What follows belongs to an exercise in optimizing a design on an open flow for small area, a short achievable clock period and few clock cycles; a production flow would make more cautious choices.
At most, simulation tests tie the RTL to the original design; equivalence was not proved.
Power is estimated from default activity; no workload was simulated.

## sc_codec
module sc_codec (
    input  wire        clk,
    input  wire        rst,
    input  wire        req_valid,
    output wire        req_ready,
    input  wire [63:0] req_word,
    input  wire [9:0]  req_len,
    input  wire        in_valid,
    output wire        in_ready,
    input  wire [7:0]  in_data,
    output wire        out_valid,
    input  wire        out_ready,
    output wire [7:0]  out_data,
    output wire        rsp_valid,
    input  wire        rsp_ready,
    output wire [63:0] rsp_word
);
For scale: about 130 flip-flops, roughly 160 I/O pins, roughly 8300 um^2 of cells after synthesis.
==> flow/config.mk <==
export PLATFORM = sky130hd
export DESIGN_NAME = sc_codec
export DESIGN_NICKNAME = sc_codec
export VERILOG_FILES = /design/flow/design.v
export SDC_FILE = /design/flow/constraint.sdc
export NUM_CORES = 4
export LEC_CHECK = 0
export ABC_AREA = 1
export CAP_MARGIN = 20
export CORE_MARGIN = 2
export CORE_UTILIZATION = 40
export SETUP_SLACK_MARGIN = 5.0
export SLEW_MARGIN = 20
==> flow/constraint.sdc <==
create_clock -name core_clock -period 8.0 [get_ports {clk}]
set_input_delay 1.6000 -clock core_clock [delete_from_list [all_inputs] [get_ports {clk}]]
set_output_delay 1.6000 -clock core_clock [all_outputs]
set_load 0.01 [all_outputs]
standard.sh (not shown) runs the stock make flow with config.mk's settings and CLKGATE_MAP_FILE= SYNTH_SCRIPT=/design/flow/synth_recipe.tcl, a recipe that flattens the netlist after the stock synthesis.
==> flow/flow/run.sh <==
#!/bin/bash
# Own layout flow: the standard layout (standard.sh, step by step) with
#  - plain buffers on the ports (buf_1 on req_word and req_len, buf_2 elsewhere)
#    instead of the slow clock-delay cell that
#    buffer_ports picks (flow/post_gp.tcl, after global placement);
#  - a clock tree of clkbuf_8 without dummy loads.
# Each step's output goes to a log file here (ORFS's own logs are in orfs/logs).
set -euo pipefail
W=$(pwd)
export POST_GLOBAL_PLACE_TCL=$W/flow/post_gp.tcl
export CTS_ARGS="-sink_clustering_enable -repair_clock_nets -dont_use_dummy_load -buf_list sky130_fd_sc_hd__clkbuf_8"
bash standard.sh synth > log_synth.txt 2>&1
bash standard.sh floorplan > log_floorplan.txt 2>&1
bash standard.sh place > log_place.txt 2>&1
bash standard.sh cts > log_cts.txt 2>&1
bash standard.sh route > log_route.txt 2>&1
bash standard.sh finish > log_finish.txt 2>&1
==> flow/flow/post_gp.tcl <==
# Replace the port buffers that buffer_ports inserted (a slow clock-delay
# cell) with plain buffers: buf_1 on the request word and length inputs,
# which only load registers, and buf_2 on every other port.
set n1 0
set n2 0
foreach inst [[ord::get_db_block] getInsts] {
  set name [$inst getName]
  if {![regexp {^(input|output)[0-9]+$} $name]} { continue }
  set cell sky130_fd_sc_hd__buf_2
  set a [$inst findITerm A]
  if {$a ne "NULL" && [$a getNet] ne "NULL"} {
    set net [[$a getNet] getName]
    if {[string match {req_word*} $net] || [string match {req_len*} $net]} {
      set cell sky130_fd_sc_hd__buf_1
    }
  }
  if {[[$inst getMaster] getName] ne $cell} {
    replace_cell [get_cells $name] $cell
    if {$cell eq "sky130_fd_sc_hd__buf_1"} { incr n1 } else { incr n2 }
  }
}
puts "post_gp: port buffers replaced, $n1 by buf_1 and $n2 by buf_2"
Then changed:
--- a/flow/config.mk
+++ b/flow/config.mk
@@ -8 +7,0 @@
-export ABC_AREA = 1
What happened: Wire length falls slightly; final cell count falls by about a fifth; non-clock buffer count rises by 9; worst setup slack got worse by 0.12 ns; critical path depth rises by 5; total power rises by a few percent; worst hold slack got worse by 0.060 ns; flip-flop and latch count does not change; count of clock-buffer cells in the layout stays the same; global-route usage falls by 0.48 points; synthesized cell count falls by about a fifth.
No functional check of the RTL was part of any run of this note.

========
sc_codec, a different RTL version from the one above (not shown whole).
Size in the first run: roughly 1000 cells after synthesis, about 160 I/O pins.
export LEC_CHECK = 0
export ABC_AREA = 1
export CAP_MARGIN = 20
export CORE_MARGIN = 2
export CORE_UTILIZATION = 40
export SETUP_SLACK_MARGIN = 5.0
export SLEW_MARGIN = 20
create_clock -name core_clock -period 8.0 [get_ports {clk}]
==> flow/flow/run.sh <==
#!/bin/bash
# Own layout flow: the standard layout (standard.sh, step by step) with
#  - plain buffers on the ports (buf_1 on req_word and req_len, buf_2 elsewhere)
#    instead of the slow clock-delay cell that
#    buffer_ports picks (flow/post_gp.tcl, after global placement);
#  - a clock tree of clkbuf_4 under a clkbuf_8 root, without dummy loads;
#  - setup repair aiming at a slack of FLOW_MARGIN ns (standard.sh's make
#    command, with only SETUP_SLACK_MARGIN changed).
# Each step's output goes to a log file here (ORFS's own logs are in orfs/logs).
set -euo pipefail
W=$(pwd)
FLOW_MARGIN=5.5
export POST_GLOBAL_PLACE_TCL=$W/flow/post_gp.tcl
export CTS_ARGS="-sink_clustering_enable -repair_clock_nets -dont_use_dummy_load -root_buf sky130_fd_sc_hd__clkbuf_8 -buf_list sky130_fd_sc_hd__clkbuf_4"
sed "s/SETUP_SLACK_MARGIN=[0-9.]*/SETUP_SLACK_MARGIN=$FLOW_MARGIN/" standard.sh > own_standard.sh
grep -q "SETUP_SLACK_MARGIN=$FLOW_MARGIN" own_standard.sh
bash own_standard.sh synth > log_synth.txt 2>&1
bash own_standard.sh floorplan > log_floorplan.txt 2>&1
bash own_standard.sh place > log_place.txt 2>&1
bash own_standard.sh cts > log_cts.txt 2>&1
bash own_standard.sh route > log_route.txt 2>&1
bash own_standard.sh finish > log_finish.txt 2>&1
Scripts as last shown in full above: flow/flow/post_gp.tcl
Testbench counts at the start, summed over its fixed seeds: cycles 127,029.
Change:
==> flow/flow/run.sh (replaced) <==
#!/bin/bash
# Own layout flow: the standard layout (standard.sh, step by step) with
#  - plain buffers on the ports (buf_1 on req_word and req_len, buf_2 elsewhere)
#    instead of the slow clock-delay cell that
#    buffer_ports picks (flow/post_gp.tcl, after global placement);
#  - a clock tree of clkbuf_8 without dummy loads.
# Each step's output goes to a log file here (ORFS's own logs are in orfs/logs).
set -euo pipefail
W=$(pwd)
export POST_GLOBAL_PLACE_TCL=$W/flow/post_gp.tcl
export CTS_ARGS="-sink_clustering_enable -repair_clock_nets -dont_use_dummy_load -buf_list sky130_fd_sc_hd__clkbuf_8"
bash standard.sh synth > log_synth.txt 2>&1
bash standard.sh floorplan > log_floorplan.txt 2>&1
bash standard.sh place > log_place.txt 2>&1
bash standard.sh cts > log_cts.txt 2>&1
bash standard.sh route > log_route.txt 2>&1
bash standard.sh finish > log_finish.txt 2>&1
Settings changed: CORE_UTILIZATION 40 to 55, PLACE_DENSITY set to 0.75.
Worst setup slack gets worse by 0.18 ns. Via count fell by 3.9%. Hold slack loses 0.021 ns. Register-to-register slack gets worse by 0.19 ns. Global-route usage went up by 6.4 points. Wire length decreases by 12%. Sequential share of layout area rises by 5.7 points. Clock skew went down by 0.025 ns. Synthesized cell count stays the same. Total power is lower by 15%. Non-clock buffer count is lower by 87.
Change:
==> flow/flow/run.sh (replaced) <==
#!/bin/bash
# Own layout flow: the standard layout (standard.sh, step by step) with
#  - plain buffers on the ports (buf_1 on req_word and req_len, buf_2 elsewhere)
#    instead of the slow clock-delay cell that
#    buffer_ports picks (flow/post_gp.tcl, after global placement);
#  - a clock tree of clkbuf_4 under a clkbuf_8 root, without dummy loads;
#  - setup repair by resizing only (no buffering or cloning), aiming at a
#    slack of FLOW_MARGIN ns (standard.sh's make
#    command, with only SETUP_SLACK_MARGIN changed).
# Each step's output goes to a log file here (ORFS's own logs are in orfs/logs).
set -euo pipefail
W=$(pwd)
FLOW_MARGIN=5.3
export POST_GLOBAL_PLACE_TCL=$W/flow/post_gp.tcl
export SETUP_MOVE_SEQUENCE="unbuffer,sizeup,swap"
export CTS_ARGS="-sink_clustering_enable -repair_clock_nets -dont_use_dummy_load -root_buf sky130_fd_sc_hd__clkbuf_8 -buf_list sky130_fd_sc_hd__clkbuf_4"
sed "s/SETUP_SLACK_MARGIN=[0-9.]*/SETUP_SLACK_MARGIN=$FLOW_MARGIN/" standard.sh > own_standard.sh
grep -q "SETUP_SLACK_MARGIN=$FLOW_MARGIN" own_standard.sh
bash own_standard.sh synth > log_synth.txt 2>&1
bash own_standard.sh floorplan > log_floorplan.txt 2>&1
bash own_standard.sh place > log_place.txt 2>&1
bash own_standard.sh cts > log_cts.txt 2>&1
bash own_standard.sh route > log_route.txt 2>&1
bash own_standard.sh finish > log_finish.txt 2>&1
Settings changed: CORE_UTILIZATION 55 to 40, PLACE_DENSITY 0.75 to unset.
Result:
- The new run produced a clean layout
- core utilization came out lower by 17 points
- via count is lower by a few percent
- power goes down slightly
- global-route usage is lower by 7.2 points
- sequential power grows slightly
Change:
==> flow/flow/run.sh (replaced) <==
#!/bin/bash
# Own layout flow: the standard layout (standard.sh, step by step) with
#  - plain buffers on the ports (buf_1 on req_word and req_len, buf_2 elsewhere)
#    instead of the slow clock-delay cell that
#    buffer_ports picks (flow/post_gp.tcl, after global placement);
#  - a clock tree of clkbuf_8 without dummy loads.
# Each step's output goes to a log file here (ORFS's own logs are in orfs/logs).
set -euo pipefail
W=$(pwd)
export POST_GLOBAL_PLACE_TCL=$W/flow/post_gp.tcl
export CTS_ARGS="-sink_clustering_enable -repair_clock_nets -dont_use_dummy_load -buf_list sky130_fd_sc_hd__clkbuf_8"
bash standard.sh synth > log_synth.txt 2>&1
bash standard.sh floorplan > log_floorplan.txt 2>&1
bash standard.sh place > log_place.txt 2>&1
bash standard.sh cts > log_cts.txt 2>&1
bash standard.sh route > log_route.txt 2>&1
bash standard.sh finish > log_finish.txt 2>&1
Settings changed: ABC_AREA 1 to unset.
What happened: Clock power is higher by 31%. Count of clock-buffer cells in the layout does not change. Final cell count came out lower by 13%. Utilization came out lower by 1.2 points.
Change:
--- a/flow/flow/run.sh
+++ b/flow/flow/run.sh
@@ -6 +6,3 @@
-#  - a clock tree of clkbuf_8 without dummy loads.
+#  - a clock tree of clkbuf_8 without dummy loads;
+#  - setup repair aiming at a slack of FLOW_MARGIN ns (standard.sh's make
+#    command, with only SETUP_SLACK_MARGIN changed).
@@ -9,0 +12 @@
+FLOW_MARGIN=5.3
@@ -12,6 +15,8 @@
-bash standard.sh synth > log_synth.txt 2>&1
-bash standard.sh floorplan > log_floorplan.txt 2>&1
-bash standard.sh place > log_place.txt 2>&1
-bash standard.sh cts > log_cts.txt 2>&1
-bash standard.sh route > log_route.txt 2>&1
-bash standard.sh finish > log_finish.txt 2>&1
+sed "s/SETUP_SLACK_MARGIN=[0-9.]*/SETUP_SLACK_MARGIN=$FLOW_MARGIN/" standard.sh > own_standard.sh
+grep -q "SETUP_SLACK_MARGIN=$FLOW_MARGIN" own_standard.sh
+bash own_standard.sh synth > log_synth.txt 2>&1
+bash own_standard.sh floorplan > log_floorplan.txt 2>&1
+bash own_standard.sh place > log_place.txt 2>&1
+bash own_standard.sh cts > log_cts.txt 2>&1
+bash own_standard.sh route > log_route.txt 2>&1
+bash own_standard.sh finish > log_finish.txt 2>&1
Settings changed: ABC_AREA set to 1.
=> Power came out higher by a little under a tenth; register-to-register slack gains 0.31 ns; core utilization came out higher by 3.2 points; worst setup slack gains 0.20 ns; routed wire length came out higher slightly; count of clock-buffer cells in the layout stays the same; design area came out higher by a few percent; via count came out higher by a little under a tenth; clock power came out higher slightly; clock skew came out higher by 0.013 ns.

## static timing again, ports no longer ideal
How much do the figures lean on ideal ports? The routed layouts below were timed once more, with nothing changed but the port constraints. Step 1 assumes that a clkbuf_16 drives the clock port and a buf_2 every other input. Step 2 moves the port delays by t, midway between the first and last clock arrival at a register: inputs arrive t later, outputs are due t later. That takes back most of the time a late clock gives input paths. a / b / c = ideal ports / drivers / drivers and shift; a / b = the first two.
run | t (ns) | setup WS [ns] | worst setup path at the end | worst slew at a driven data input, ns | cell pins on the clock port's net
the first run of note 1 | 0.493 | 5.204 / 5.161 / 4.744 | input to register | 0.04 | 1
the second run of note 1 | 0.486 | 5.085 / 5.085 / 4.637 | input to register | 0.06 | 1
the first run of note 2 | 0.456 | 5.314 / 5.273 / 4.982 | input to register | 0.06 | 1
the second run of note 2 | 0.481 | 5.139 / 5.139 / 4.689 | input to register | 0.05 | 1
the third run of note 2 | 0.449 | 5.053 / 5.053 / 4.846 | input to register | 0.04 | 1
the fourth run of note 2 | 0.481 | 5.070 / 5.070 / 4.641 | input to register | 0.06 | 1
the fifth run of note 2 | 0.487 | 5.268 / 5.228 / 4.867 | input to register | 0.05 | 1
After both steps every run listed still meets setup and hold. For the first run of note 1, which loses most, drivers alone change the setup slack by -0.043 ns; drivers and shift together by -0.460 ns.
